This is an optimization exercise on Yosys and OpenROAD, whose aim is small area, a short achievable clock period and few clock cycles, not a production implementation.
At most, simulation tests tie the RTL to the original design; equivalence was not proved.
Only the layout flow was run in runs 1 to 4; the RTL was not checked for function there.
Power figures rest on the tool's default switching activity, not on a simulated workload.

`design.v`:
```
module ups_deframer (
    input  wire       clk,
    input  wire       rst,
    input  wire       in_valid,
    input  wire [7:0] in_byte,
    output wire       in_ready,
    output wire       out_valid,
    input  wire       out_ready,
    output wire [7:0] out_data,
    output wire       out_len,
    output wire [1:0] dfr_state,
    output wire [7:0] emits,
    output wire [7:0] pos_push,
    output wire [7:0] pos_look,
    output wire [7:0] pos_start
);
    localparam [7:0] MAGIC = 8'h55;
    localparam [1:0] ST_SEARCH = 2'd0;
    localparam [1:0] ST_HDR    = 2'd1;
    localparam [1:0] ST_BODY   = 2'd2;
    localparam [2:0] W_SCAN0 = 3'd0;   
    localparam [2:0] W_SCAN1 = 3'd1;   
    localparam [2:0] W_ADDR  = 3'd2;   
    localparam [2:0] W_SIZE  = 3'd3;   
    localparam [2:0] W_SUM   = 3'd4;   
    reg [7:0]  ring [0:63];
    reg [63:0] cand;
    reg [6:0] push;
    reg [6:0] look;
    reg [6:0] start;
    reg [1:0] state;
    reg [7:0] emit_cnt;
    reg [7:0] prev;      
    reg [6:0] size;      
    reg [7:0] cs;        
    reg       eng;       
    reg [2:0] wst;
    reg [5:0] k;         
    reg       first;     
    reg       em;        
    reg       o_len;
    reg [7:0] o_data;
    reg [5:0] e_left;    
    reg [5:0] raddr;     
    reg       sc_found;  
    reg       sc_near;
    reg [6:0] sc_pos;
    function [7:0] chk_step;
        input [7:0] c;
        input [7:0] b;
        begin
            chk_step = (c ^ b) + 8'd1;
        end
    endfunction
    function [7:0] hcs_of;
        input [7:0] s;
        begin
            hcs_of = chk_step(8'h56, s);
        end
    endfunction
    function [7:0] cs3_of;
        input [7:0] s;
        reg [7:0] h;
        begin
            h = hcs_of(s);
            cs3_of = chk_step(chk_step(chk_step(h, MAGIC), s), h);
        end
    endfunction
    wire busy = eng || em;
    wire take = in_valid && !busy;
    wire in_magic   = (in_byte == MAGIC);
    wire prev_magic = (prev == MAGIC);
    wire prev_szok  = (prev >= 8'd3) && (prev <= 8'd64);
    wire hv_now     = (in_byte == hcs_of(prev)) && prev_szok;
    wire [6:0] push1 = push + 7'd1;
    wire [6:0] avail = push - start;    
    wire [5:0] s6    = start[5:0];
    wire [5:0]  l6 = look[5:0];
    wire [5:0]  p6 = push[5:0];
    wire [5:0]  n6 = p6 - 6'd2;
    wire [6:0]  avail_l = push - look;    
    wire [63:0] ge_l = {64{1'b1}} << l6;    
    wire [63:0] ge_p = {64{1'b1}} << p6;    
    wire [63:0] ge_n = {64{1'b1}} << n6;    
    wire        wrap = (l6 > p6) || ((l6 == p6) && (look != push));
    wire [63:0] in_rng = wrap ? (ge_l | ~ge_p) : (ge_l & ~ge_p);
    wire        wrapn = (l6 > n6) || ((l6 == n6) && (look != push - 7'd2));
    wire [63:0] far_rng = (avail_l < 7'd3) ? 64'd0 :
                          (wrapn ? (ge_l | ~ge_n) : (ge_l & ~ge_n));
    wire [63:0] m    = cand & in_rng;
    wire [63:0] m_hi = m & ge_l;
    wire        any_hi = |m_hi;
    reg  [5:0]  f_hi, f_all;
    integer i;
    always @(*) begin
        f_hi  = 6'd0;
        f_all = 6'd0;
        for (i = 63; i >= 0; i = i - 1) begin
            if (m_hi[i]) f_hi  = i[5:0];
            if (m[i])    f_all = i[5:0];
        end
    end
    wire       found = |m;
    wire       fnear = found && !(|(cand & far_rng));
    wire [6:0] fpos  = any_hi ? {look[6], f_hi} : {~look[6], f_all};
    wire [7:0] rd = ring[raddr];
    wire [7:0] cs_cur = first ? cs3_of({1'b0, size}) : cs;
    assign in_ready  = !busy;
    assign out_valid = em;
    assign out_len   = o_len;
    assign out_data  = o_data;
    assign dfr_state = state;
    assign emits     = emit_cnt;
    assign pos_push  = {1'b0, push};
    assign pos_look  = {1'b0, look};
    assign pos_start = (state == ST_SEARCH) ? 8'hFF : {1'b0, start};
    wire [63:0] wdec = 64'd1 << p6;
    wire [63:0] we   = wdec & {64{take}};
    integer w;
    always @(posedge clk) begin
        for (w = 0; w < 64; w = w + 1) begin
            if (we[w]) ring[w] <= in_byte;
            if (we[w])
                cand[w] <= in_magic;
            else if (we[(w + 2) & 63] && !hv_now)
                cand[w] <= 1'b0;
        end
        if (take)
            prev <= in_byte;
        sc_found <= found;
        sc_near  <= fnear;
        sc_pos   <= fpos;
    end
    always @(posedge clk) begin
        if (rst) begin
            push     <= 7'd0;
            look     <= 7'd0;
            start    <= 7'd0;
            state    <= ST_SEARCH;
            emit_cnt <= 8'd0;
            eng      <= 1'b0;
            wst      <= W_SCAN0;
            em       <= 1'b0;
        end else begin
            if (em && out_ready) begin
                if (e_left == 6'd0) begin
                    em <= 1'b0;
                end else begin
                    o_len  <= 1'b0;
                    o_data <= rd;
                    raddr  <= raddr + 6'd1;
                    e_left <= e_left - 6'd1;
                end
            end
            if (take) begin
                push     <= push1;
                emit_cnt <= 8'd0;
                case (state)
                    ST_SEARCH: begin
                        look <= push1;
                        if (in_magic) begin
                            start <= push;
                            state <= ST_HDR;
                        end
                    end
                    ST_HDR: begin
                        if (avail == 7'd2) begin
                            if (hv_now && prev == 8'd3) begin
                                look  <= push1;
                                state <= ST_SEARCH;
                            end else if (hv_now) begin
                                state <= ST_BODY;
                                size  <= prev[6:0];
                                cs    <= cs3_of(prev);
                            end else if (prev_magic) begin
                                start <= push - 7'd1;
                                look  <= push;
                            end else if (in_magic) begin
                                start <= push;
                                look  <= push1;
                            end else begin
                                look  <= push1;
                                state <= ST_SEARCH;
                            end
                        end
                    end
                    default: begin   
                        if (avail == size - 7'd1) begin
                            if (cs == in_byte) begin
                                em       <= 1'b1;
                                o_len    <= 1'b1;
                                o_data   <= {1'b0, size} - 8'd4;
                                e_left   <= size[5:0] - 6'd4;
                                raddr    <= s6 + 6'd3;
                                emit_cnt <= 8'd1;
                            end
                            look  <= start + 7'd1;
                            state <= ST_SEARCH;
                            eng   <= 1'b1;
                            wst   <= W_SCAN0;
                        end else begin
                            cs <= chk_step(cs, in_byte);
                        end
                    end
                endcase
            end else if (eng) begin
                case (wst)
                    W_SCAN0: wst <= W_SCAN1;
                    W_SCAN1: begin
                        if (!sc_found) begin
                            look <= push;
                            eng  <= 1'b0;
                        end else begin
                            start <= sc_pos;
                            look  <= sc_pos + 7'd1;
                            if (sc_near) begin
                                state <= ST_HDR;
                                eng   <= 1'b0;
                            end else begin
                                state <= ST_BODY;
                                wst   <= W_ADDR;
                            end
                        end
                    end
                    W_ADDR: begin
                        if (!em) begin
                            raddr <= s6 + 6'd1;
                            wst   <= W_SIZE;
                        end
                    end
                    W_SIZE: begin
                        size  <= rd[6:0];
                        first <= 1'b1;
                        k     <= 6'd3;
                        raddr <= s6 + 6'd3;
                        if (rd == 8'd3) begin
                            state <= ST_SEARCH;
                            wst   <= W_SCAN1;
                        end else begin
                            wst   <= W_SUM;
                        end
                    end
                    default: begin   
                        first <= 1'b0;
                        if ({1'b0, k} == avail) begin
                            cs  <= cs_cur;
                            eng <= 1'b0;
                            wst <= W_SCAN0;
                        end else if ({1'b0, k} == size - 7'd1) begin
                            if (cs_cur == rd) begin
                                em       <= 1'b1;
                                o_len    <= 1'b1;
                                o_data   <= {1'b0, size} - 8'd4;
                                e_left   <= size[5:0] - 6'd4;
                                raddr    <= s6 + 6'd3;
                                emit_cnt <= emit_cnt + 8'd1;
                            end
                            state <= ST_SEARCH;
                            wst   <= W_SCAN1;
                        end else begin
                            cs    <= chk_step(cs_cur, rd);
                            k     <= k + 6'd1;
                            raddr <= raddr + 6'd1;
                        end
                    end
                endcase
            end
        end
    end
endmodule
```
`run.sh`:
```
#!/bin/bash
# synth_recipe.tcl (not shown) runs the flow's synth.tcl, then flattens the netlist and writes it again
# the make line also repeats each setting of config.mk as NAME=value (left out here)
make -C /OpenROAD-flow-scripts/flow DESIGN_CONFIG=/design/flow/config.mk WORK_HOME=/design/flow/orfs CLKGATE_MAP_FILE= SYNTH_SCRIPT=/design/flow/synth_recipe.tcl finish
```
`config.mk`:
```
export PLATFORM = sky130hd
export DESIGN_NAME = ups_deframer
export DESIGN_NICKNAME = ups_deframer
export VERILOG_FILES = /design/flow/design.v
export SDC_FILE = /design/flow/constraint.sdc
export NUM_CORES = 4
export LEC_CHECK = 0
export ABC_AREA = 1
export CAP_MARGIN = 20
export CORE_MARGIN = 2
export CORE_UTILIZATION = 40
export PLACE_DENSITY = 0.6
export SETUP_SLACK_MARGIN = 5
export SLEW_MARGIN = 20
```
`constraint.sdc`:
```
create_clock -name core_clock -period 10.0 [get_ports {clk}]
set_input_delay 2.0000 -clock core_clock [delete_from_list [all_inputs] [get_ports {clk}]]
set_output_delay 2.0000 -clock core_clock [all_outputs]
set_load 0.01 [all_outputs]
```
==> results.sh, run 1 <==
export IMPL_worst_r2r_setup_slack_ns=4.74
export IMPL_crit_path_end_kind="register"
export IMPL_worstPathMaxFanout=6
export IMPL_worstMarginPinSlew_ns=1.243
export IMPL_ir_drop_uv=138.7
export IMPL_hpwl_mm=99.10
export IMPL_io_buffer_count=54
export IMPL_ys_flop_type="edfxtp_1"
export IMPL_synth_commonest_cells="nand2_1 (932), edfxtp_1 (627), nor2_1 (579)"
export IMPL_dr_first_iter_drc_count=4226
export IMPL_setup_viol=0
export IMPL_vias_per_cell=5.825
export IMPL_start_kind="register"
export IMPL_finalSetupTns_ns=0
export IMPL_synthesis_area_sq_um=36730
export IMPL_r2r_cells=72
export IMPL_synthArstFlopShare=0
export IMPL_hold_path_class="register to register"
export IMPL_coreArea_sq_um=91390
export IMPL_crit_path_frequent_cell="nand2_1"
export IMPL_wl_mm=137.2
export IMPL_hold_viol_final=0
export IMPL_die_x_um=307.0
export IMPL_cts_buffers_inserted=76
export IMPL_synth_largest_area_cell="edfxtp_1"
export IMPL_dieArea_sq_um=94270
export IMPL_yosysMostFrequentCell="nand2_1"
export IMPL_yosysSeqAreaShare=0.5371
export IMPL_die_h_um=307.0
export IMPL_critPathCapture="sc_pos[0]"
export IMPL_timing_rr_end="sc_pos[0]"
export IMPL_syn_to_final_growth_pct=17.62
export IMPL_period_needed_ns=5.258
export IMPL_cts_tree="yes"
export IMPL_wl_per_cell_um=24.67
export IMPL_postRouteAntennaNets=0
export IMPL_multiInputGateArea_sq_um=15690
export IMPL_clk_latency_ns=0.67
export IMPL_first_global_vias=29720
export IMPL_grt_max_degree=81
export IMPL_n_fill_cell=8624
export IMPL_gp_congestion=1.064
export IMPL_synth_top_area_frac=0.5126
export IMPL_leakagePower_nw=16.21
export IMPL_clockBufferDepth=3
export IMPL_fin_crit_sh=0.5258
export IMPL_h_tree_depth=3
export IMPL_num_rows=111
export IMPL_yosysWarnings=2
export IMPL_grtUsageTotal=0.2839
export IMPL_syn_inst=4129
export IMPL_overflow=0
export IMPL_drc=0
export IMPL_drive_above_1_share=0.1156
export IMPL_maxCapViolations=0
export IMPL_finalClockSkew_ns=0.04417
export IMPL_status="timing/DRC/antenna clean"
export IMPL_crit_arrival_ns=5.83
export IMPL_synth_cell_type_count=73
export IMPL_yosys_register_bits=672
export IMPL_synth_edff_count=627
export IMPL_cts_hold_buffers=0
export IMPL_cts_sinks=672
export IMPL_drt_pre_antenna_iters=8
export IMPL_num_vias=32400
export IMPL_io_pins=57
export IMPL_fin_util=0.4728
export IMPL_finalMaxSlewViolations=0
export IMPL_max_slew_margin=0.1685
export IMPL_start_util=0.4019
export IMPL_cts_root_buf="clkbuf_16"
export IMPL_syn_area_per_cell_sq_um=8.896
export IMPL_grt_antenna_before_repair=1
export IMPL_grt_pass1_wl_mm=198.3
export IMPL_required_ns=10.57
export IMPL_path_class="register to register"
export IMPL_p_per_area_nw_per_um2=205.5
export IMPL_cpMaxStageDelayCell="dfxtp_2"
export IMPL_regArea_sq_um=19740
export IMPL_rsz0062_at_grt="yes"
export IMPL_synth_area_top_cells="edfxtp_1 (51%), nand2_1 (9.5%), nor2_1 (5.9%)"
export IMPL_fmax_mhz=190.2
export IMPL_finish_net_count=4396
export IMPL_reg2reg_from="push[2]"
export IMPL_clk_pin_slew_worst_paths_ns=0.06
export IMPL_crit_start="push[2]"
export IMPL_slowest_delay_ns=0.34
sequential cells by signal, indices dropped and copies added, names as in the netlist, 2 cells and up:
signal,cells
ring,512
cand,64
cs,8
emit_cnt,8
o_data,8
prev,8
look,7
push,7
sc_pos,7
size,7
start,7
e_left,6
k,6
raddr,6
wst,3
state,2
cell usage in the layout (no fill, tap or decap), types with 38 or more instances in the layout:
| master | instances |
|---|---|
| nand2_1 | 912 |
| ha_1 | 50 |
| a22o_1 | 65 |
| nand4_1 | 79 |
| clkdlybuf4s50_1 | 46 |
| nand3_1 | 154 |
| xor2_1 | 72 |
| nor2_2 | 53 |
| dfxtp_1 | 38 |
| o211ai_1 | 39 |
| buf_4 | 140 |
| a21oi_1 | 141 |
| clkbuf_16 | 78 |
| edfxtp_1 | 627 |
| inv_1 | 420 |
| a22oi_1 | 65 |
| nor3_1 | 39 |
| o21ai_0 | 315 |
| nor2_1 | 521 |
stage by stage:
| stage | setup slack, ns | hold slack (ns) | power (mW) | cells | area [sq um] |
|---|---|---|---|---|---|
| 4_1_cts | 4.904 | 0.4987 | 8.714 | 5528 | 42420 |
| 5_1_grt | 4.190 | 0.5337 | 9.243 | 5562 | 43200 |
| 3_5_place_dp | 3.562 | 0.4896 | 5.692 | 5345 | 38930 |
| 2_1_floorplan | 5.153 | 0.4659 | 4.881 | 4130 | 36740 |
| 6_report | 4.742 | 0.5092 | 8.877 | 5563 | 43210 |
| 3_3_place_gp | 3.680 | 0.4806 | 5.697 | 5344 | 38900 |
final cells by class:
type / instances / area share
clock buffer: 87 / 0.04547
timing repair buffer: 217 / 0.04541
clock inverter: 51 / 0.01323
multi-input combinational: 2886 / 0.3632
sequential: 672 / 0.4570
inverter: 463 / 0.04133
tap: 1186 / 0.03435
antenna: 1 / 0.00005792
worst min path at each step:
stage                  end  slack (ns)         from  cells past startpoint
6_report       emit_cnt[1]        0.51  emit_cnt[1]                      2
4_1_cts        emit_cnt[7]        0.50  emit_cnt[7]                      2
3_5_place_dp        wst[0]        0.49       wst[0]                      2
2_1_floorplan       wst[0]        0.47       wst[0]                      2
3_3_place_gp   emit_cnt[7]        0.48  emit_cnt[7]                      2
5_1_grt             wst[0]        0.53       wst[0]                      2
per-layer routing:
metal	up-vias	track usage	routed length, um	share of wire
met5	-	0	0	0
met4	0	0.1255	6853	0.050
met3	319	0.05052	13160	0.096
met2	1814	0.4400	60770	0.44
met1	15540	0.3901	56460	0.41
li1	14740	-	-	-
worst max-delay path: cells and delay by family (launching register included):
family                     cells  cell delay, ns
AOI/OAI and AO/OA              1            0.09
adders and majority gates      1            0.33
buffers and inverters          2            0.24
DFF                            1            0.34
and+or+nand+nor               68            4.12
cell families (layout without fill, tap and decap cells):
logic type / count (synthesis) / count (layout) / synth area share
xor gates and xnor gates: 107 / 107 / 0.02572
muxes: 1 / 1 / 0.0002725
adders and majority gates: 71 / 71 / 0.02439
buffers and inverters: 575 / 818 / 0.06029
AOI/OAI and AO/OA: 830 / 830 / 0.1415
and+or+nand+nor: 1872 / 1875 / 0.2106
other: 1 / 3 / 0.0001021
DFF: 672 / 672 / 0.5371
repair_timing:
action	CTS	global route
gates cloned	5	1
pin swaps	20	37
buffers inserted	40	32
endpoints found under the setup margin	41	42
resized for setup	131	128
power by group:
group | internal, mW | switching, mW
registers | 3.15 | 0.0830
clock network | 1.64 | 1.21
logic | 0.888 | 1.91
==> inputs of run 2 (changes only) <==
--- a/design.v
+++ b/design.v
@@ -18,7 +18,6 @@
     localparam [1:0] ST_SEARCH = 2'd0;
     localparam [1:0] ST_HDR    = 2'd1;
     localparam [1:0] ST_BODY   = 2'd2;
-    localparam [2:0] W_SCAN0 = 3'd0;   
     localparam [2:0] W_SCAN1 = 3'd1;   
     localparam [2:0] W_ADDR  = 3'd2;   
     localparam [2:0] W_SIZE  = 3'd3;   
@@ -42,9 +41,6 @@
     reg [7:0] o_data;
     reg [5:0] e_left;    
     reg [5:0] raddr;     
-    reg       sc_found;  
-    reg       sc_near;
-    reg [6:0] sc_pos;
     function [7:0] chk_step;
         input [7:0] c;
         input [7:0] b;
@@ -75,34 +71,28 @@
     wire [6:0] push1 = push + 7'd1;
     wire [6:0] avail = push - start;    
     wire [5:0] s6    = start[5:0];
-    wire [5:0]  l6 = look[5:0];
-    wire [5:0]  p6 = push[5:0];
-    wire [5:0]  n6 = p6 - 6'd2;
-    wire [6:0]  avail_l = push - look;    
-    wire [63:0] ge_l = {64{1'b1}} << l6;    
-    wire [63:0] ge_p = {64{1'b1}} << p6;    
-    wire [63:0] ge_n = {64{1'b1}} << n6;    
-    wire        wrap = (l6 > p6) || ((l6 == p6) && (look != push));
-    wire [63:0] in_rng = wrap ? (ge_l | ~ge_p) : (ge_l & ~ge_p);
-    wire        wrapn = (l6 > n6) || ((l6 == n6) && (look != push - 7'd2));
-    wire [63:0] far_rng = (avail_l < 7'd3) ? 64'd0 :
-                          (wrapn ? (ge_l | ~ge_n) : (ge_l & ~ge_n));
-    wire [63:0] m    = cand & in_rng;
-    wire [63:0] m_hi = m & ge_l;
-    wire        any_hi = |m_hi;
-    reg  [5:0]  f_hi, f_all;
+    wire [5:0] p6    = push[5:0];
+    wire [6:0]  avail_l = push - look;           
+    wire [2:0]  lo      = look[2:0];
+    wire [7:0]  grp     = cand[{look[5:3], 3'd0} +: 8];
+    wire [3:0]  room    = 4'd8 - {1'b0, lo};     
+    reg  [7:0]  vmask;
     integer i;
+    always @(*)
+        for (i = 0; i < 8; i = i + 1)
+            vmask[i] = (i >= lo) && ({4'd0, i[2:0]} - {4'd0, lo} < avail_l);
+    wire [7:0]  v = grp & vmask;
+    reg  [2:0]  vb;
     always @(*) begin
-        f_hi  = 6'd0;
-        f_all = 6'd0;
-        for (i = 63; i >= 0; i = i - 1) begin
-            if (m_hi[i]) f_hi  = i[5:0];
-            if (m[i])    f_all = i[5:0];
-        end
+        vb = 3'd0;
+        for (i = 7; i >= 0; i = i - 1)
+            if (v[i]) vb = i[2:0];
     end
-    wire       found = |m;
-    wire       fnear = found && !(|(cand & far_rng));
-    wire [6:0] fpos  = any_hi ? {look[6], f_hi} : {~look[6], f_all};
+    wire       found = |v;
+    wire [6:0] fpos  = {look[6:3], vb};
+    wire [6:0] fdist = push - fpos;
+    wire       fnear = (fdist < 7'd3);
+    wire       s_end = (avail_l <= {3'd0, room});   
     wire [7:0] rd = ring[raddr];
     wire [7:0] cs_cur = first ? cs3_of({1'b0, size}) : cs;
     assign in_ready  = !busy;
@@ -127,9 +117,6 @@
         end
         if (take)
             prev <= in_byte;
-        sc_found <= found;
-        sc_near  <= fnear;
-        sc_pos   <= fpos;
     end
     always @(posedge clk) begin
         if (rst) begin
@@ -139,7 +126,7 @@
             state    <= ST_SEARCH;
             emit_cnt <= 8'd0;
             eng      <= 1'b0;
-            wst      <= W_SCAN0;
+            wst      <= W_SCAN1;
             em       <= 1'b0;
         end else begin
             if (em && out_ready) begin
@@ -171,7 +158,7 @@
                             end else if (hv_now) begin
                                 state <= ST_BODY;
                                 size  <= prev[6:0];
-                                cs    <= cs3_of(prev);
+                                first <= 1'b1;
                             end else if (prev_magic) begin
                                 start <= push - 7'd1;
                                 look  <= push;
@@ -186,7 +173,7 @@
                     end
                     default: begin   
                         if (avail == size - 7'd1) begin
-                            if (cs == in_byte) begin
+                            if (cs_cur == in_byte) begin
                                 em       <= 1'b1;
                                 o_len    <= 1'b1;
                                 o_data   <= {1'b0, size} - 8'd4;
@@ -197,23 +184,27 @@
                             look  <= start + 7'd1;
                             state <= ST_SEARCH;
                             eng   <= 1'b1;
-                            wst   <= W_SCAN0;
-                        end else begin
-                            cs <= chk_step(cs, in_byte);
+                            wst   <= W_SCAN1;
+                        end else begin
+                            cs    <= chk_step(cs_cur, in_byte);
+                            first <= 1'b0;
                         end
                     end
                 endcase
             end else if (eng) begin
                 case (wst)
-                    W_SCAN0: wst <= W_SCAN1;
                     W_SCAN1: begin
-                        if (!sc_found) begin
-                            look <= push;
-                            eng  <= 1'b0;
-                        end else begin
-                            start <= sc_pos;
-                            look  <= sc_pos + 7'd1;
-                            if (sc_near) begin
+                        if (!found) begin
+                            if (s_end) begin
+                                look <= push;
+                                eng  <= 1'b0;
+                            end else begin
+                                look <= {look[6:3] + 4'd1, 3'd0};
+                            end
+                        end else begin
+                            start <= fpos;
+                            look  <= fpos + 7'd1;
+                            if (fnear) begin
                                 state <= ST_HDR;
                                 eng   <= 1'b0;
                             end else begin
@@ -241,11 +232,9 @@
                         end
                     end
                     default: begin   
-                        first <= 1'b0;
                         if ({1'b0, k} == avail) begin
-                            cs  <= cs_cur;
                             eng <= 1'b0;
-                            wst <= W_SCAN0;
+                            wst <= W_SCAN1;
                         end else if ({1'b0, k} == size - 7'd1) begin
                             if (cs_cur == rd) begin
                                 em       <= 1'b1;
@@ -259,6 +248,7 @@
                             wst   <= W_SCAN1;
                         end else begin
                             cs    <= chk_step(cs_cur, rd);
+                            first <= 1'b0;
                             k     <= k + 6'd1;
                             raddr <= raddr + 6'd1;
                         end
==> run 2 against run 1 <==
  * Largest power group unchanged
  * Register-to-register slack better by 0.38 ns
  * Cell area down 9.0%
  * Clock power down 5%
  * Power up 0.61%
  * Clock skew is 0.016 ns lower
  * Hold slack worse by 0.051 ns
  * Sequential share of layout area up 4.1 points
  * Synthesized area shrank 7.8%
  * Still clean on timing, DRC and antenna
  * Clock-buffer cell count fell by 1
  * Wire length down 15%
  * Die area decreased by 7.7%
==> results.sh, run 2 <==
export IMPL_status="timing/DRC/antenna clean"
export IMPL_worstMarginPinSlew_ns=1.284
export IMPL_p_per_area_nw_per_um2=227.1
export IMPL_drc=0
export IMPL_hold_depth=1
export IMPL_setup_viol=0
export IMPL_cts_root_buf="clkbuf_16"
export IMPL_synth_area_top_cells="edfxtp_1 (56%), nand2_1 (9.1%), nor2_1 (5.0%)"
export IMPL_required_ns=10.33
export IMPL_crit_path_end_kind="register"
export IMPL_r2r_cells=34
export IMPL_start_kind="input pin"
export IMPL_yosysWarnings=2
export IMPL_leakagePower_nw=14.81
export IMPL_cts_sinks=663
export IMPL_power_mw=8.931
export IMPL_path_class="input pin to register"
export IMPL_layout_commonest_cell="nand2_1"
export IMPL_largest_registers="ring: 512 flops, cand: 64 flops"
export IMPL_syn_to_final_growth_pct=16.19
export IMPL_die_x_um=294.9
export IMPL_synth_top_area_frac=0.5562
export IMPL_grt_max_degree=77
export IMPL_grtUsageTotal=0.2634
export IMPL_start_util=0.4045
export IMPL_coreArea_sq_um=83690
export IMPL_grt_pass1_wl_mm=166.8
export IMPL_finish_net_count=3841
export IMPL_finalSetupTns_ns=0
export IMPL_io_buffer_count=54
export IMPL_die_h_um=294.9
export IMPL_crit_arrival_ns=5.26
export IMPL_fin_crit_sh=0.4931
export IMPL_worstPathMaxFanout=69
export IMPL_hpwl_mm=80.87
export IMPL_finalClockSkew_ns=0.02867
export IMPL_clk_pin_slew_worst_paths_ns=0.06
export IMPL_syn_area_per_cell_sq_um=9.500
export IMPL_synthArstFlopShare=0
export IMPL_yosysMostFrequentCell="nand2_1"
export IMPL_io_pins=57
export IMPL_hold_path_class="register to register"
export IMPL_maxCapViolations=0
export IMPL_top_register="ring"
export IMPL_synthesis_area_sq_um=33850
export IMPL_final_cell_mix="nand2_1 (803), edfxtp_1 (627), inv_1 (405), nor2_1 (394), o21ai_0 (220)"
export IMPL_dieArea_sq_um=86970
export IMPL_finalMaxSlewViolations=0
export IMPL_synth_edff_count=627
export IMPL_postRouteAntennaNets=0
export IMPL_synth_largest_area_cell="edfxtp_1"
export IMPL_vias_per_cell=5.518
export IMPL_synth_cell_type_count=59
export IMPL_clockBufferDepth=3
export IMPL_wl_per_cell_um=23.74
export IMPL_overflow=0
export IMPL_cts_buffers_inserted=73
export IMPL_synth_commonest_cells="nand2_1 (818), edfxtp_1 (627), nor2_1 (447)"
export IMPL_num_rows=106
export IMPL_drive_above_1_share=0.1135
export IMPL_min_from="emit_cnt[7]"
export IMPL_clk_latency_ns=0.65
export IMPL_largest_reg_flops=512
export IMPL_wl_mm=116.7
export IMPL_first_global_vias=24750
export IMPL_grt_antenna_before_repair=5
export IMPL_rsz0062_at_grt="yes"
export IMPL_yosys_register_bits=663
export IMPL_crit_start="in_valid"
export IMPL_h_tree_depth=3
export IMPL_drt_pre_antenna_iters=6
export IMPL_reg2reg_from="push[0]"
export IMPL_antenna_cells=0
export IMPL_hold_viol_final=0
export IMPL_num_vias=27110
export IMPL_syn_inst=3563
export IMPL_fmax_mhz=202.8
export IMPL_period_needed_ns=4.931
export IMPL_cts_tree="yes"
export IMPL_ys_flop_type="edfxtp_1"
export IMPL_gp_congestion=0.9195
export IMPL_dr_first_iter_drc_count=3395
export IMPL_max_slew_margin=0.1428
export IMPL_yosysSeqAreaShare=0.5775
export IMPL_ir_drop_uv=155.7
[run 2: per-layer routing]
metal,routed length [um],track usage,vias up
li1,-,-,12480
met1,48440,0.3722,12970
met2,51070,0.4008,1421
met3,11730,0.04351,243
met4,5411,0.1127,2
met5,13,0,-
[run 2: worst paths after layout]
kind | endpoint | slack (ns)
worst max-delay path | cand[6] | 5.07
worst max register to register | wst[0] | 5.12
worst min register to register | emit_cnt[7] | 0.46
worst min-delay path | emit_cnt[7] | 0.46
[run 2: final cells by class]
cell class | instances | area, sq um
fillers | 7847 | 44360
flip-flops and latches | 663 | 19580
multi-input cells | 2370 | 12760
clock buffers | 86 | 1907
inverters | 435 | 1689
repair buffers | 178 | 1488
well taps | 1134 | 1419
clock inverters | 47 | 483.0
repair inverters | 1 | 5.005
[run 2: where the power goes]
part | leakage [nW] | switching [mW] | total (mW) | internal (mW)
clock | 1.16 | 1.19 | 2.71 | 1.52
combinational | 7.68 | 1.87 | 3.01 | 1.14
sequential | 5.97 | 0.0834 | 3.21 | 3.13
total | 14.8 | 3.14 | 8.93 | 5.79
[run 2: repair_timing]
action | 4_1_cts | 5_1_grt
pin swaps | 11 | 31
setup buffers | 19 | 27
cloned | 1 | 1
resized for setup | 64 | 85
endpoints found under the setup margin | 16 | 44
hold endpoints to repair | 0 | 0
hold buffers | 0 | 0
[run 2: worst max-delay path, cell delays in order]
cell and delay, ns:
clkdlybuf4s50_1 0.47, nand2_2 0.05, buf_4 0.34, nor2_1 0.19, inv_1 0.47, nor2_2 1.18
inv_1 0.24, o21ai_0 0.27
[run 2: stage by stage]
step	hold slack, ns	std cells	util	setup slack, ns	cell area (sq um)
after floorplan	0.4426	3564	-	5.060	33920
after global placement	0.4347	4732	0.4303	4.089	36010
after detailed placement	0.4580	4732	0.4303	3.953	36010
after CTS	0.4670	4885	0.4630	4.999	38750
after global routing	0.4858	4914	0.4699	4.850	39330
final	0.4578	4914	0.4699	5.069	39330
[run 2: cells by family after synthesis]
kind of cell	share of synthesized area
buffers and inverters	0.06140
AO/OA/AOI/OAI	0.08612
other	0.0001108
AND/OR/NAND/NOR	0.2105
adder cells (fa/ha/maj)	0.04022
multiplexers	0.0002957
XOR/XNOR	0.02380
flip-flops	0.5775
==> inputs of run 3 (changes only) <==
--- a/design.v
+++ b/design.v
@@ -105,14 +105,14 @@
     assign pos_look  = {1'b0, look};
     assign pos_start = (state == ST_SEARCH) ? 8'hFF : {1'b0, start};
     wire [63:0] wdec = 64'd1 << p6;
-    wire [63:0] we   = wdec & {64{take}};
+    wire [63:0] we   = wdec & {64{!busy}};
     integer w;
     always @(posedge clk) begin
         for (w = 0; w < 64; w = w + 1) begin
             if (we[w]) ring[w] <= in_byte;
             if (we[w])
                 cand[w] <= in_magic;
-            else if (we[(w + 2) & 63] && !hv_now)
+            else if (we[(w + 2) & 63] && in_valid && !hv_now)
                 cand[w] <= 1'b0;
         end
         if (take)
==> run 3 against run 2 <==
  * Clock-buffer cell count up 7
  * Largest power group is now combinational cells
  * Sequential share of layout area down 0.33 points
  * Maximum frequency increased by 1.2%
  * Sequential power increased by 1%
  * Setup slack better by 0.060 ns
  * Hold slack better by 0.038 ns
  * Synthesized area is 1.2% higher
  * Combinational power up 9.0%
  * Via count grew 0.67%
  * Core utilization is 0.43 points lower
  * Power is 3.2% higher
  * Non-clock buffer count fell by 11
==> results.sh, run 3 <==
export IMPL_status="timing/DRC/antenna clean"
export IMPL_overflow=0
export IMPL_synth_area_top_cells="edfxtp_1 (55%), nand2_1 (10%), nor2_1 (5.1%)"
export IMPL_finalSetupTns_ns=0
export IMPL_syn_area_per_cell_sq_um=9.335
export IMPL_period_needed_ns=4.871
export IMPL_largest_reg_flops=512
export IMPL_place_area_sq_um=36280
export IMPL_hold_slack_ns=0.4962
export IMPL_grt_antenna_before_repair=0
export IMPL_syn_to_final_growth_pct=15.51
export IMPL_worstMarginPinSlew_ns=1.188
export IMPL_synth_cell_type_count=62
export IMPL_final_cell_mix="nand2_1 (909), edfxtp_1 (627), nor2_1 (430), inv_1 (375), o21ai_0 (204)"
export IMPL_ys_flop_type="edfxtp_1"
export IMPL_maxCapViolations=0
export IMPL_worstPathMaxFanout=16
export IMPL_dieArea_sq_um=88030
export IMPL_p_per_area_nw_per_um2=232.8
export IMPL_first_global_vias=25250
export IMPL_dr_first_iter_drc_count=3100
export IMPL_drt_pre_antenna_iters=6
export IMPL_synth_compound_gate_area_share=0.08383
export IMPL_synth_top_family_by_area="simple AND/OR/NAND/NOR gates"
export IMPL_pre_cts_slack_ns=3.808
export IMPL_antenna_cells=0
export IMPL_synth_adder_area_share=0.03972
export IMPL_yosysWarnings=2
export IMPL_start_kind="register"
export IMPL_drc=0
export IMPL_start_util=0.4031
export IMPL_syn_inst=3671
export IMPL_yosys_register_bits=663
export IMPL_die_h_um=296.7
export IMPL_max_slew_margin=0.2020
export IMPL_yosysMostFrequentCell="nand2_1"
export IMPL_io_pins=57
export IMPL_cts_sinks=663
export IMPL_yosysSeqAreaShare=0.5704
export IMPL_cts_buffers_inserted=75
export IMPL_num_vias=27300
export IMPL_cts_root_buf="clkbuf_16"
export IMPL_crit_path_end_kind="register"
export IMPL_fin_crit_sh=0.4871
export IMPL_synth_edff_count=627
export IMPL_layout_commonest_cell="nand2_1"
export IMPL_hpwl_mm=78.41
export IMPL_grt_max_degree=78
export IMPL_hold_path_class="register to register"
export IMPL_vias_per_cell=5.436
export IMPL_setup_viol=0
export IMPL_clk_pin_slew_worst_paths_ns=0.06
export IMPL_top_register="ring"
export IMPL_wl_per_cell_um=22.30
export IMPL_die_x_um=296.7
export IMPL_io_buffer_count=54
export IMPL_synth_xor_area_share=0.02249
export IMPL_clk_latency_ns=0.65
export IMPL_coreArea_sq_um=85010
export IMPL_stdcell_area_sq_um=39590
export IMPL_postRouteAntennaNets=0
export IMPL_rsz0062_at_grt="yes"
export IMPL_finalMaxSlewViolations=0
export IMPL_h_tree_depth=3
export IMPL_hold_viol_final=0
export IMPL_grtUsageTotal=0.2463
export IMPL_leakagePower_nw=15.37
export IMPL_required_ns=10.36
export IMPL_ir_drop_uv=167.8
export IMPL_synthArstFlopShare=0
export IMPL_synth_largest_area_cell="edfxtp_1"
export IMPL_finish_net_count=3938
export IMPL_synthMuxAreaShare=0.0002921
export IMPL_drive_above_1_share=0.1068
export IMPL_path_class="register to register"
export IMPL_synthesis_area_sq_um=34270
export IMPL_synth_top_area_frac=0.5494
export IMPL_n_fill_cell=7992
export IMPL_fmax_mhz=205.3
export IMPL_gp_congestion=0.9271
export IMPL_wl_mm=112.0
export IMPL_cts_tree="yes"
export IMPL_setup_ws_ns=5.129
export IMPL_clockBufferDepth=3
export IMPL_finalClockSkew_ns=0.03856
export IMPL_num_rows=107
export IMPL_crit_arrival_ns=5.23
export IMPL_grt_pass1_wl_mm=163.2
export IMPL_cts_hold_buffers=0
export IMPL_yosys_area_share_simple=0.2248
export IMPL_largest_registers="ring: 512 flops, cand: 64 flops"
export IMPL_synth_commonest_cells="nand2_1 (925), edfxtp_1 (627), nor2_1 (462)"
[run 3: cell families (layout without fill, tap and decap cells)]
family,Yosys count,after routing
adder cells (fa/ha/maj),107,107
buffers and inverters,506,709
AO/OA/AOI/OAI,497,497
XOR/XNOR,88,88
AND/OR/NAND/NOR,1808,1810
flip-flops,663,663
other,1,2
multiplexers,1,1
[run 3: final cells by class]
type	instances	area, sq um	share of cell area
flip-flops and latches	663	19580	0.4945
multi-input cells	2505	13210	0.3337
clock buffers	93	1954	0.04937
inverters	407	1568	0.03960
well taps	1144	1431	0.03616
repair buffers	167	1409	0.03559
clock inverters	42	437.9	0.01106
[run 3: per-stage QoR]
step	cells	total power, mW	utilization
2_1_floorplan	3672	5.165	-
3_3_place_gp	4831	6.017	0.4266
3_5_place_dp	4831	6.045	0.4268
4_1_cts	4993	8.984	0.4594
5_1_grt	5021	9.702	0.4657
6_report	5021	9.214	0.4657
[run 3: worst paths after layout]
check / startpoint / endpoint / slack [ns] / depth (start not counted)
worst max register to register: raddr[0] / o_data[7] / 5.13 / 21
worst min-delay path: wst[0] / wst[0] / 0.50 / 2
worst min register to register: wst[0] / wst[0] / 0.50 / 2
worst max-delay path: raddr[0] / o_data[7] / 5.13 / 21
[run 3: timing repair]
| item | in CTS | in global routing |
|---|---|---|
| setup buffers | 27 | 25 |
| hold endpoints to repair | 0 | 0 |
| gates cloned | 0 | 2 |
| pin swaps | 14 | 32 |
| setup endpoints to repair | 45 | 37 |
| gates resized for setup | 70 | 64 |
[run 3: where the power goes]
group          switching, mW  total [mW]  internal, mW
clock                   1.17        2.68          1.51
sequential            0.0920        3.25          3.16
combinational           2.08        3.28          1.20
total                   3.34        9.21          5.88
[run 3: critical path: stages (launching register included)]
cell,delay [ns]
edfxtp_1,0.43
ha_1,0.23
buf_4,0.21
inv_1,0.10
nor2_1,0.05
buf_4,0.23
nand2_1,0.17
inv_1,0.15
nand2_1,0.10
nand4_1,0.12
nor2_1,0.19
nand2_1,0.12
nor2_1,0.64
nand3_1,0.39
nand3_1,0.19
nand2_1,0.12
nor2_4,0.26
nand3_4,0.23
nor3_4,0.30
nor2_1,0.19
nand2_1,0.08
o21ai_0,0.09
[run 3: layer usage]
metal	part of all wire	global-route usage	vias up
li1	-	-	12770
met1	0.41	0.3333	13050
met2	0.46	0.3932	1245
met3	0.091	0.04667	225
met4	0.040	0.09185	2
met5	0.00044	0	-
==> inputs of run 4 (changes only) <==
==> flow/run.sh (new file) <==
#!/bin/bash
set -euo pipefail
MARGIN=${MARGIN:-6.5}
bash standard.sh SETUP_SLACK_MARGIN=$MARGIN finish > standard_flow.log 2>&1
==> standard.sh (new file) <==
#!/bin/bash
# synth_recipe.tcl (not shown) runs the flow's synth.tcl, then flattens the netlist and writes it again
# the make line also repeats each setting of config.mk as NAME=value (left out here)
make -C /OpenROAD-flow-scripts/flow DESIGN_CONFIG=/design/flow/config.mk WORK_HOME=/design/flow/orfs CLKGATE_MAP_FILE= SYNTH_SCRIPT=/design/flow/synth_recipe.tcl "${@:-finish}"
removed: run.sh
==> run 4 against run 3 <==
  * Wire length is 7.6% higher
  * Synthesized cell count stayed put
  * Largest cell class unchanged
  * Critical endpoint is now wst[2]
  * Clock skew is 0.023 ns higher
  * Largest power group unchanged
  * Core utilization is 4.2 points higher
  * Still clean on timing, DRC and antenna
  * Non-clock buffer count is 179 higher
  * Critical path depth is 11 higher
  * Final cell count is 3.8% higher
  * Register-to-register slack hardly changed
  * Via count is 5.9% higher
==> results.sh, run 4 <==
export IMPL_finish_net_count=4125
export IMPL_crit_path_frequent_cell="inv_2"
export IMPL_cpMaxStageDelayCell="fa_2"
export IMPL_yosysWarnings=2
export IMPL_num_vias=28900
export IMPL_wl_mm=120.5
export IMPL_synth_area_top_cells="edfxtp_1 (55%), nand2_1 (10%), nor2_1 (5.1%)"
export IMPL_finalSetupTns_ns=0
export IMPL_finalMaxSlewViolations=0
export IMPL_worstMarginPinSlew_ns=1.199
export IMPL_worstPathMaxFanout=8
export IMPL_largest_registers="ring: 512 flops, cand: 64 flops"
export IMPL_required_ns=10.58
export IMPL_crit_arrival_ns=5.46
export IMPL_die_x_um=296.7
export IMPL_dr_first_iter_drc_count=3410
export IMPL_cts_buffers_inserted=75
export IMPL_drive_above_1_share=0.2135
export IMPL_synth_edff_count=627
export IMPL_grtUsageTotal=0.2677
export IMPL_io_buffer_count=54
export IMPL_crit_path_end_kind="register"
export IMPL_ir_drop_uv=214.1
export IMPL_drt_pre_antenna_iters=8
export IMPL_place_area_sq_um=36590
export IMPL_drc=0
export IMPL_path_class="register to register"
export IMPL_p_per_area_nw_per_um2=238.8
export IMPL_cts_sinks=663
export IMPL_max_slew_margin=0.1980
export IMPL_syn_area_per_cell_sq_um=9.335
export IMPL_first_global_vias=27100
export IMPL_vias_per_cell=5.546
export IMPL_hpwl_mm=79.14
export IMPL_fin_crit_sh=0.4877
export IMPL_dieArea_sq_um=88030
export IMPL_slowest_delay_ns=0.40
export IMPL_start_kind="register"
export IMPL_gp_congestion=0.9285
export IMPL_syn_to_final_growth_pct=26.04
export IMPL_cp_num_buf_inv=7
export IMPL_crit_family="adder cells"
export IMPL_grt_pass1_wl_mm=176.7
export IMPL_largest_reg_flops=512
export IMPL_cts_root_buf="clkbuf_16"
export IMPL_synthesis_area_sq_um=34270
export IMPL_rsz0062_at_grt="yes"
export IMPL_start_util=0.4031
export IMPL_cts_hold_buffers=0
export IMPL_yosysSeqAreaShare=0.5704
export IMPL_h_tree_depth=3
export IMPL_coreArea_sq_um=85010
export IMPL_antenna_cells=0
export IMPL_fmax_mhz=205.1
export IMPL_hold_viol_final=0
export IMPL_stdcell_area_sq_um=43190
export IMPL_yosys_register_bits=663
export IMPL_period_needed_ns=4.877
export IMPL_clk_pin_slew_worst_paths_ns=0.06
export IMPL_synth_commonest_cells="nand2_1 (925), edfxtp_1 (627), nor2_1 (462)"
export IMPL_ys_flop_type="edfxtp_1"
export IMPL_top_register="ring"
export IMPL_leakagePower_nw=16.86
export IMPL_status="timing/DRC/antenna clean"
export IMPL_die_h_um=296.7
export IMPL_maxCapViolations=0
export IMPL_synth_largest_area_cell="edfxtp_1"
export IMPL_overflow=0
export IMPL_num_rows=107
export IMPL_finalClockSkew_ns=0.06131
export IMPL_synth_cell_type_count=62
export IMPL_postRouteAntennaNets=0
export IMPL_io_pins=57
export IMPL_synthArstFlopShare=0
export IMPL_grt_antenna_before_repair=1
export IMPL_final_cell_mix="nand2_1 (856), edfxtp_1 (627), nor2_1 (382), inv_1 (331), buf_4 (212)"
export IMPL_grt_max_degree=78
export IMPL_hold_path_class="register to register"
export IMPL_wl_per_cell_um=23.13
export IMPL_cts_tree="yes"
export IMPL_syn_inst=3671
export IMPL_synth_top_area_frac=0.5494
export IMPL_layout_commonest_cell="nand2_1"
export IMPL_setup_viol=0
export IMPL_clk_latency_ns=0.65
export IMPL_yosysMostFrequentCell="nand2_1"
export IMPL_clockBufferDepth=3
## run 4: routing by layer
| metal | global-route usage | part of all wire | vias up |
|---|---|---|---|
| li1 | - | - | 13210 |
| met1 | 0.3657 | 0.40 | 13900 |
| met2 | 0.4213 | 0.46 | 1489 |
| met3 | 0.05201 | 0.096 | 294 |
| met4 | 0.1032 | 0.042 | 0 |
| met5 | 0 | 0 | - |
## run 4: kinds of logic (layout without fill, tap and decap cells)
logic type / after synthesis / in the layout / synth area share
and+or+nand+nor: 1808 / 1814 / 0.2248
DFF: 663 / 663 / 0.5704
buffers and inverters: 506 / 894 / 0.05834
AOI/OAI and AO/OA: 497 / 497 / 0.08383
adders and majority gates: 107 / 107 / 0.03972
xor gates and xnor gates: 88 / 88 / 0.02249
other: 1 / 2 / 0.0001094
muxes: 1 / 1 / 0.0002921
## run 4: worst paths after layout
kind                             startpoint     endpoint  slack [ns]  depth (start not counted)
worst max-delay path                push[0]       wst[2]        5.12                         32
worst min-delay path            emit_cnt[2]  emit_cnt[2]        0.51                          2
worst max register to register      push[0]       wst[2]        5.12                         32
worst min register to register  emit_cnt[2]  emit_cnt[2]        0.51                          2
## run 4: power breakdown
| part | switching, mW | internal (mW) | leakage [nW] |
|---|---|---|---|
| registers | 0.0846 | 3.16 | 6.03 |
| logic | 2.47 | 1.82 | 9.64 |
| clock network | 1.20 | 1.58 | 1.19 |
## run 4: through the flow
stage	hold WS [ns]	util	instances	setup WS, ns	total power, mW
2_1_floorplan	0.4686	-	3672	5.468	5.281
3_3_place_gp	0.5127	0.4302	4833	4.310	6.099
3_5_place_dp	0.5105	0.4304	4833	4.186	6.137
4_1_cts	0.5024	0.4987	5167	5.283	9.875
5_1_grt	0.5351	0.5081	5210	4.882	10.82
6_report	0.5150	0.5081	5210	5.123	10.32
## run 4: layout make-up
cell class                 instances  area, sq um
multi-input combinational       2509        14660
tap                             1144         1431
timing repair inverter             4        25.02
clock inverter                    51        541.8
sequential                       663        19620
clock buffer                      86         1918
inverter                         407         1647
fill                            7606        41820
timing repair buffer             346         3356
## run 4: worst min-delay path, stage by stage (launching register included)
cell	delay [ns]
dfxtp_2	0.37
a21oi_2	0.04
nor2_1	0.07
## run 4: timing repair
item,4_1_cts,5_1_grt
resized for setup,476,133
setup buffers,180,40
cloned,17,0
pin swaps,111,62
endpoints found under the setup margin,217,94
==> inputs of run 5 (changes only) <==
--- a/design.v
+++ b/design.v
@@ -75,12 +75,13 @@
     wire [6:0]  avail_l = push - look;           
     wire [2:0]  lo      = look[2:0];
     wire [7:0]  grp     = cand[{look[5:3], 3'd0} +: 8];
-    wire [3:0]  room    = 4'd8 - {1'b0, lo};     
+    wire        near16   = (avail_l[6:4] == 3'd0);
+    wire [4:0]  e5      = {2'b0, lo} + {1'b0, avail_l[3:0]};
     reg  [7:0]  vmask;
     integer i;
     always @(*)
         for (i = 0; i < 8; i = i + 1)
-            vmask[i] = (i >= lo) && ({4'd0, i[2:0]} - {4'd0, lo} < avail_l);
+            vmask[i] = (i >= lo) && (!near16 || (i < e5));
     wire [7:0]  v = grp & vmask;
     reg  [2:0]  vb;
     always @(*) begin
@@ -90,9 +91,9 @@
     end
     wire       found = |v;
     wire [6:0] fpos  = {look[6:3], vb};
-    wire [6:0] fdist = push - fpos;
-    wire       fnear = (fdist < 7'd3);
-    wire       s_end = (avail_l <= {3'd0, room});   
+    wire [4:0] fdist = e5 - {2'b0, vb};                
+    wire       fnear = near16 && (fdist == 5'd1 || fdist == 5'd2);
+    wire       s_end = near16 && (e5 <= 5'd8);          
     wire [7:0] rd = ring[raddr];
     wire [7:0] cs_cur = first ? cs3_of({1'b0, size}) : cs;
     assign in_ready  = !busy;
@@ -209,7 +210,12 @@
                                 eng   <= 1'b0;
                             end else begin
                                 state <= ST_BODY;
-                                wst   <= W_ADDR;
+                                if (em) begin
+                                    wst   <= W_ADDR;
+                                end else begin
+                                    raddr <= fpos[5:0] + 6'd1;
+                                    wst   <= W_SIZE;
+                                end
                             end
                         end
                     end
==> run.sh (new file) <==
#!/bin/bash
# synth_recipe.tcl (not shown) runs the flow's synth.tcl, then flattens the netlist and writes it again
# the make line also repeats each setting of config.mk as NAME=value (left out here)
make -C /OpenROAD-flow-scripts/flow DESIGN_CONFIG=/design/flow/config.mk WORK_HOME=/design/flow/orfs CLKGATE_MAP_FILE= SYNTH_SCRIPT=/design/flow/synth_recipe.tcl finish
--- a/config.mk
+++ b/config.mk
@@ -8,7 +8,7 @@
 export ABC_AREA = 1
 export CAP_MARGIN = 20
 export CORE_MARGIN = 2
-export CORE_UTILIZATION = 40
-export PLACE_DENSITY = 0.6
+export CORE_UTILIZATION = 60
+export PLACE_DENSITY = 0.75
 export SETUP_SLACK_MARGIN = 5
 export SLEW_MARGIN = 20
removed: flow/run.sh
removed: standard.sh
==> run 5 against run 4 <==
  * Power is 28% lower
  * Register-to-register slack got worse by 0.04 ns
  * First-iteration DRC count is 9.9% higher
  * Die area down 35%
  * Hold slack worse by 0.016 ns
  * Largest cell class unchanged
  * Largest power group is now registers
==> results.sh, run 5 <==
export IMPL_r2r_cells=36
export IMPL_multiInputGateArea_sq_um=11940
export IMPL_gp_congestion=1.014
export IMPL_timing_rr_end="raddr[2]"
export IMPL_p_per_area_nw_per_um2=202.1
export IMPL_cts_sinks=663
export IMPL_num_rows=85
export IMPL_cts_root_buf="clkbuf_16"
export IMPL_n_fill_cell=4145
export IMPL_synth_top_area_frac=0.5702
export IMPL_synth_largest_area_cell="edfxtp_1"
export IMPL_final_cell_mix="nand2_1 (956), edfxtp_1 (627), nor2_1 (403), inv_1 (332), nand3_1 (192)"
export IMPL_status="timing/DRC/antenna clean"
export IMPL_coreArea_sq_um=54130
export IMPL_max_slew_margin=0.1002
export IMPL_drive_above_1_share=0.09198
export IMPL_cpMaxStageDelayCell="fa_2"
export IMPL_yosysMostFrequentCell="nand2_1"
export IMPL_grtUsageTotal=0.3690
export IMPL_vias_per_cell=6.210
export IMPL_crit_path_end_kind="register"
export IMPL_grt_max_degree=79
export IMPL_finalSetupTns_ns=0
export IMPL_worst_r2r_setup_slack_ns=5.09
export IMPL_clk_pin_slew_worst_paths_ns=0.06
export IMPL_h_tree_depth=3
export IMPL_ir_drop_uv=168.4
export IMPL_hold_path_class="register to register"
export IMPL_dieArea_sq_um=56930
export IMPL_synth_edff_count=627
export IMPL_antenna_cells=0
export IMPL_finish_net_count=3679
export IMPL_fmax_mhz=203.6
export IMPL_fin_util=0.6826
export IMPL_yosys_register_bits=663
export IMPL_reg2reg_from="push[0]"
export IMPL_clk_latency_ns=0.63
export IMPL_synth_cell_type_count=60
export IMPL_syn_to_final_growth_pct=11.89
export IMPL_hold_viol_final=0
export IMPL_leakagePower_nw=14.22
export IMPL_instances_no_fill=4360
export IMPL_synth_commonest_cells="nand2_1 (966), edfxtp_1 (627), nor2_1 (428)"
export IMPL_path_class="register to register"
export IMPL_dr_first_iter_drc_count=3749
export IMPL_slowest_delay_ns=0.44
export IMPL_regArea_sq_um=19570
export IMPL_grt_antenna_before_repair=1
export IMPL_cts_hold_buffers=0
export IMPL_crit_arrival_ns=5.29
export IMPL_yosysSeqAreaShare=0.5920
export IMPL_die_x_um=238.6
export IMPL_worstMarginPinSlew_ns=1.345
export IMPL_io_pins=57
export IMPL_crit_path_frequent_cell="nand2_1"
export IMPL_rsz0062_at_grt="yes"
export IMPL_ys_flop_type="edfxtp_1"
export IMPL_cts_tree="yes"
export IMPL_dp_cells=4212
export IMPL_pre_cts_slack_ns=3.669
export IMPL_clockBufferDepth=3
export IMPL_first_global_vias=25780
export IMPL_die_h_um=238.6
export IMPL_synthesis_area_sq_um=33020
export IMPL_hold_depth=2
export IMPL_largest_registers="ring: 512 flops, cand: 64 flops"
export IMPL_finalClockSkew_ns=0.01844
export IMPL_min_from="wst[0]"
export IMPL_start_util=0.6100
export IMPL_postRouteAntennaNets=0
export IMPL_drt_pre_antenna_iters=7
export IMPL_grt_pass1_wl_mm=155.6
export IMPL_drc=0
export IMPL_finalMaxSlewViolations=0
export IMPL_worstPathMaxFanout=5
export IMPL_hpwl_mm=74.22
export IMPL_crit_start="push[0]"
export IMPL_wl_mm=105.5
export IMPL_critPathCapture="raddr[2]"
export IMPL_top_register="ring"
export IMPL_num_vias=27080
export IMPL_maxCapViolations=0
export IMPL_syn_inst=3517
export IMPL_start_kind="register"
export IMPL_setup_viol=0
export IMPL_layout_commonest_cell="nand2_1"
export IMPL_synthArstFlopShare=0
export IMPL_largest_reg_flops=512
export IMPL_syn_area_per_cell_sq_um=9.389
export IMPL_cts_buffers_inserted=70
export IMPL_wl_per_cell_um=24.20
export IMPL_required_ns=10.37
export IMPL_yosysWarnings=2
export IMPL_overflow=0
export IMPL_io_buffer_count=54
export IMPL_setup_ws_ns=5.087
export IMPL_period_needed_ns=4.913
export IMPL_fin_crit_sh=0.4913
export IMPL_synth_area_top_cells="edfxtp_1 (57%), nand2_1 (11%), nor2_1 (4.9%)"
## run 5: cell types whose count changed after synthesis, moves of 8 or more
cell,change
nand2_1,+41
ha_1,-57
nand2_2,+8
o21ai_0,-37
nand4_1,+31
a21oi_1,-31
nand3_1,+19
a22oi_1,+8
inv_1,-45
xor2_1,-9
nor2_1,-34
inv_2,+11
nor3_1,+12
## run 5: worst max-delay path: cells and delay by family, from the launching register on
family	cells	cell delay, ns
compound gates	3	0.35
xor+xnor	2	0.31
fa+ha+maj	5	1.39
buf+inv	6	0.40
flops	1	0.35
simple gates	20	1.82
## run 5: per-stage QoR
step	hold WS, ns	cell area, sq um	power [mW]
final	0.4985	36950	7.469
after floorplan	0.4633	33030	4.248
after global placement	0.4826	34240	4.728
after CTS	0.5046	36620	7.314
after global routing	0.5185	36950	7.730
after detailed placement	0.4928	34260	4.763
## run 5: repair_timing
action / 4_1_cts / 5_1_grt
setup buffers: 9 / 14
resized for setup: 40 / 56
pin swaps: 10 / 27
setup endpoints to repair: 24 / 34
gates cloned: 1 / 0
## run 5: cell families after synthesis
kind of cell             share of synthesized area
multiplexers                             0.0003031
buffers and inverters                      0.05498
flip-flops                                  0.5920
adder cells (fa/ha/maj)                    0.02023
XOR/XNOR                                   0.02099
AND/OR/NAND/NOR                             0.2420
other                                    0.0001136
AO/OA/AOI/OAI                              0.06942
## run 5: area by class of cell
type	count	area share
well taps	696	0.02357
clock inverters	36	0.009041
repair buffers	118	0.02675
multi-input cells	2394	0.3232
flip-flops and latches	663	0.5297
clock buffers	84	0.04941
inverters	369	0.03833
## run 5: worst min path at each step
stage,endpoint,slack [ns]
floorplan,wst[0],0.46
global placement,emit_cnt[7],0.48
detailed placement,emit_cnt[7],0.49
CTS,emit_cnt[7],0.50
global route,wst[0],0.52
finish,wst[0],0.50
## run 5: where the power goes
part           internal (mW)  leakage (nW)  switching (mW)
Sequential              3.13          6.01          0.0699
Combinational          0.593          7.16            1.16
Clock                   1.42          1.05            1.10
Total                   5.14          14.2            2.33
## run 5: routing by layer
layer | vias up | wire, um | GRT usage
li1 | 12170 | - | -
met1 | 12760 | 39490 | 0.4873
met2 | 1806 | 47640 | 0.5729
met3 | 340 | 12120 | 0.07402
met4 | 0 | 6251 | 0.2114
met5 | - | 0 | 0
Testbench counts of run 5, summed over its fixed seeds: cycles 46,795.
==> inputs of run 6 (changes only) <==
--- a/config.mk
+++ b/config.mk
@@ -8,7 +8,7 @@
 export ABC_AREA = 1
 export CAP_MARGIN = 20
 export CORE_MARGIN = 2
-export CORE_UTILIZATION = 60
-export PLACE_DENSITY = 0.75
+export CORE_UTILIZATION = 40
+export PLACE_DENSITY = 0.6
 export SETUP_SLACK_MARGIN = 5
 export SLEW_MARGIN = 20
==> run 6 against run 5 <==
  * Still clean on timing, DRC and antenna
  * Cell area increased by 2.3%
  * Combinational power increased by 3%
  * Non-clock buffer count grew 8
  * Sequential share of layout area decreased by 1.2 points
  * Final cell count is 9.0% higher
  * Setup slack gained 0.024 ns
==> results.sh, run 6 <==
export IMPL_status="timing/DRC/antenna clean"
export IMPL_maxCapViolations=0
export IMPL_dr_first_iter_drc_count=3237
export IMPL_n_fill_cell=7739
export IMPL_cts_root_buf="clkbuf_16"
export IMPL_layout_commonest_cell="nand2_1"
export IMPL_fmax_mhz=204.6
export IMPL_hold_viol_final=0
export IMPL_crit_arrival_ns=5.28
export IMPL_io_buffer_count=54
export IMPL_finish_net_count=3688
export IMPL_first_global_vias=24260
export IMPL_grt_antenna_before_repair=1
export IMPL_grtUsageTotal=0.2450
export IMPL_overflow=0
export IMPL_finalClockSkew_ns=0.02742
export IMPL_synthesis_area_sq_um=33020
export IMPL_drt_pre_antenna_iters=6
export IMPL_synth_compound_gate_area_share=0.06941
export IMPL_holdPathEnd="emit_cnt[4]"
export IMPL_regArea_sq_um=19560
export IMPL_wl_mm=105.4
export IMPL_synth_cell_type_count=60
export IMPL_hpwl_mm=74.24
export IMPL_yosysMostFrequentCell="nand2_1"
export IMPL_worstMarginPinSlew_ns=1.228
export IMPL_clockBufferDepth=3
export IMPL_dieArea_sq_um=84870
export IMPL_hold_path_class="register to register"
export IMPL_drc=0
export IMPL_wl_per_cell_um=22.18
export IMPL_finalSetupTns_ns=0
export IMPL_place_area_sq_um=34860
export IMPL_required_ns=10.39
export IMPL_synth_top_area_frac=0.5702
export IMPL_max_slew_margin=0.1786
export IMPL_cts_hold_buffers=0
export IMPL_cts_tree="yes"
export IMPL_p_per_area_nw_per_um2=205.9
export IMPL_clk_pin_slew_worst_paths_ns=0.06
export IMPL_r2r_cells=36
export IMPL_syn_to_final_growth_pct=14.48
export IMPL_worstPathMaxFanout=6
export IMPL_cts_buffers_inserted=71
export IMPL_rsz0062_at_grt="yes"
export IMPL_cts_sinks=663
export IMPL_crit_path_end_kind="register"
export IMPL_top_register="ring"
export IMPL_hold_slack_ns=0.5033
export IMPL_fin_util=0.4619
export IMPL_final_cell_mix="nand2_1 (956), edfxtp_1 (627), nor2_1 (400), inv_1 (332), nand3_1 (192)"
export IMPL_yosysSeqAreaShare=0.5920
export IMPL_cpMaxStageDelayCell="fa_2"
export IMPL_crit_path_frequent_cell="nand2_1"
export IMPL_gp_congestion=0.9299
export IMPL_synth_commonest_cells="nand2_1 (966), edfxtp_1 (627), nor2_1 (428)"
export IMPL_min_from="emit_cnt[4]"
export IMPL_crit_start="push[0]"
export IMPL_timing_rr_end="raddr[2]"
export IMPL_die_h_um=291.3
export IMPL_syn_inst=3517
export IMPL_start_kind="register"
export IMPL_die_x_um=291.3
export IMPL_yosys_register_bits=663
export IMPL_h_tree_depth=3
export IMPL_largest_registers="ring: 512 flops, cand: 64 flops"
export IMPL_slowest_delay_ns=0.44
export IMPL_finalMaxSlewViolations=0
export IMPL_multiInputGateArea_sq_um=11990
export IMPL_num_vias=25970
export IMPL_yosysWarnings=2
export IMPL_synth_xor_area_share=0.02099
export IMPL_period_needed_ns=4.888
export IMPL_setup_viol=0
export IMPL_synth_top_family_by_area="simple AND/OR/NAND/NOR gates"
export IMPL_ys_flop_type="edfxtp_1"
export IMPL_clk_latency_ns=0.63
export IMPL_num_rows=105
export IMPL_grt_max_degree=79
export IMPL_worst_r2r_setup_slack_ns=5.11
export IMPL_synth_largest_area_cell="edfxtp_1"
export IMPL_largest_reg_flops=512
export IMPL_synth_area_top_cells="edfxtp_1 (57%), nand2_1 (11%), nor2_1 (4.9%)"
export IMPL_start_util=0.4035
export IMPL_ir_drop_uv=196.5
export IMPL_vias_per_cell=5.464
export IMPL_synthMuxAreaShare=0.0003031
export IMPL_io_pins=57
export IMPL_synth_adder_area_share=0.02023
export IMPL_grt_pass1_wl_mm=156.0
export IMPL_synthArstFlopShare=0
export IMPL_stdcell_area_sq_um=37800
export IMPL_yosys_area_share_simple=0.2420
export IMPL_drive_above_1_share=0.1002
export IMPL_postRouteAntennaNets=0
export IMPL_path_class="register to register"
export IMPL_syn_area_per_cell_sq_um=9.389
export IMPL_synth_edff_count=627
export IMPL_leakagePower_nw=14.41
export IMPL_coreArea_sq_um=81850
export IMPL_fin_crit_sh=0.4888
export IMPL_reg2reg_from="push[0]"
export IMPL_hold_depth=2
==> run 6: changes by cell type in the layout (fill, tap and decap cells not counted), moves of 3 or more <==
cell | previous run | this run
clkinvlp_4 | 3 | 6
o21ai_1 | 11 | 5
dfxtp_4 | 5 | 2
nor2_2 | 44 | 47
buf_4 | 62 | 69
o21ai_0 | 175 | 180
clkinv_2 | 9 | 14
nor2_1 | 403 | 400
bufinv_16 | 4 | 10
clkinv_1 | 17 | 14
a21oi_2 | 4 | 9
clkbuf_1 | 13 | 9
a21oi_1 | 87 | 82
==> run 6: cells by family after synthesis <==
group           after synthesis
compound gates              401
xor+xnor                     76
fa+ha+maj                    51
buf+inv                     462
flops                       663
mux                           1
other cells                   1
simple gates               1862
==> run 6: layout make-up <==
| cell class | count | share of cell area |
|---|---|---|
| Clock inverter | 49 | 0.01609 |
| Inverter | 369 | 0.03733 |
| Multi-Input combinational cell | 2394 | 0.3172 |
| Clock buffer | 81 | 0.04855 |
| Sequential cell | 663 | 0.5175 |
| Timing Repair Buffer | 126 | 0.02790 |
| Antenna cell | 1 | 0.00006619 |
| Tap cell | 1070 | 0.03541 |
==> run 6: worst max-delay path, delay by kind of cell (launching register included) <==
family                     cells  cell delay [ns]
adders and majority gates      5             1.39
AOI/OAI and AO/OA              3             0.36
and+or+nand+nor               20             1.79
xor gates and xnor gates       2             0.33
buffers and inverters          6             0.38
DFF                            1             0.37
==> run 6: metal layers <==
metal  vias to the layer above  part of all wire  global-route usage
li1                      12200                 -                   -
met1                     12520              0.42              0.3376
met2                      1077              0.47              0.3956
met3                       175             0.077             0.03680
met4                         0             0.031             0.08303
met5                         -                 0                   0
==> run 6: where the power goes <==
| part | switching, mW | internal (mW) | total, mW | leakage (nW) |
|---|---|---|---|---|
| Sequential | 0.0658 | 3.13 | 3.20 | 6.00 |
| Clock | 1.16 | 1.60 | 2.77 | 1.18 |
| Combinational | 1.20 | 0.618 | 1.82 | 7.22 |
| Total | 2.43 | 5.35 | 7.78 | 14.4 |
==> run 6: repair_timing <==
action                     in CTS  in global routing
cloned                          1                  0
setup endpoints to repair      23                 32
buffers inserted                8                 11
pin swaps                      11                 28
resized for setup              36                 55
==> run 6: metrics by stage <==
stage          setup WS [ns]  std cells  power (mW)
2_1_floorplan          5.067       3518       4.248
6_report               5.112       4753       7.783
3_3_place_gp           4.246       4596       4.770
4_1_cts                5.009       4738       7.586
3_5_place_dp           4.146       4599       4.772
5_1_grt                4.835       4752       8.093
==> run 6: worst max path at each step <==
| stage | cells past startpoint | to | slack, ns |
|---|---|---|---|
| after global routing | 34 | raddr[4] | 4.84 |
| after CTS | 35 | raddr[2] | 5.01 |
| after global placement | 35 | raddr[2] | 4.25 |
| after detailed placement | 33 | raddr[5] | 4.15 |
| after floorplan | 35 | raddr[2] | 5.07 |
| final | 36 | raddr[2] | 5.11 |

## re-timing with driven ports
How much do the figures lean on ideal ports? The routed layouts below were timed once more, with nothing changed but the port constraints.
Step 1 assumes that a clkbuf_16 drives the clock port and a buf_2 every other input.
Step 2 adds t to the input delays and takes it off the output delays; t is the mean of the earliest and latest rising clock arrival at the registers after step 1. Input paths then give back, and output paths get back, about the clock's delay inside the block.
a / b / c = ideal ports / drivers / drivers and shift; a / b = the first two.
run | t, ns | setup WS [ns] | worst setup path at the end | latest minus earliest clock arrival (ns) | pins driven straight from the clock port
run 1 | 0.713 | 4.742 / 4.742 / 4.575 | input to register | 0.044 / 0.044 | 1
run 2 | 0.704 | 5.069 / 5.109 / 4.405 | input to register | 0.029 / 0.028 | 1
run 3 | 0.704 | 5.129 / 5.129 / 4.763 | input to register | 0.039 / 0.039 | 1
run 4 | 0.686 | 5.123 / 5.123 / 5.123 | register to register | 0.061 / 0.061 | 1
run 5 | 0.677 | 5.087 / 5.087 / 4.619 | input to register | 0.020 / 0.021 | 1
run 6 | 0.680 | 5.112 / 5.112 / 4.630 | input to register | 0.029 / 0.030 | 1
After both steps setup and hold are still met in every run listed. For run 2, which loses most, drivers alone change the setup slack by +0.040 ns; drivers and shift together by -0.664 ns.
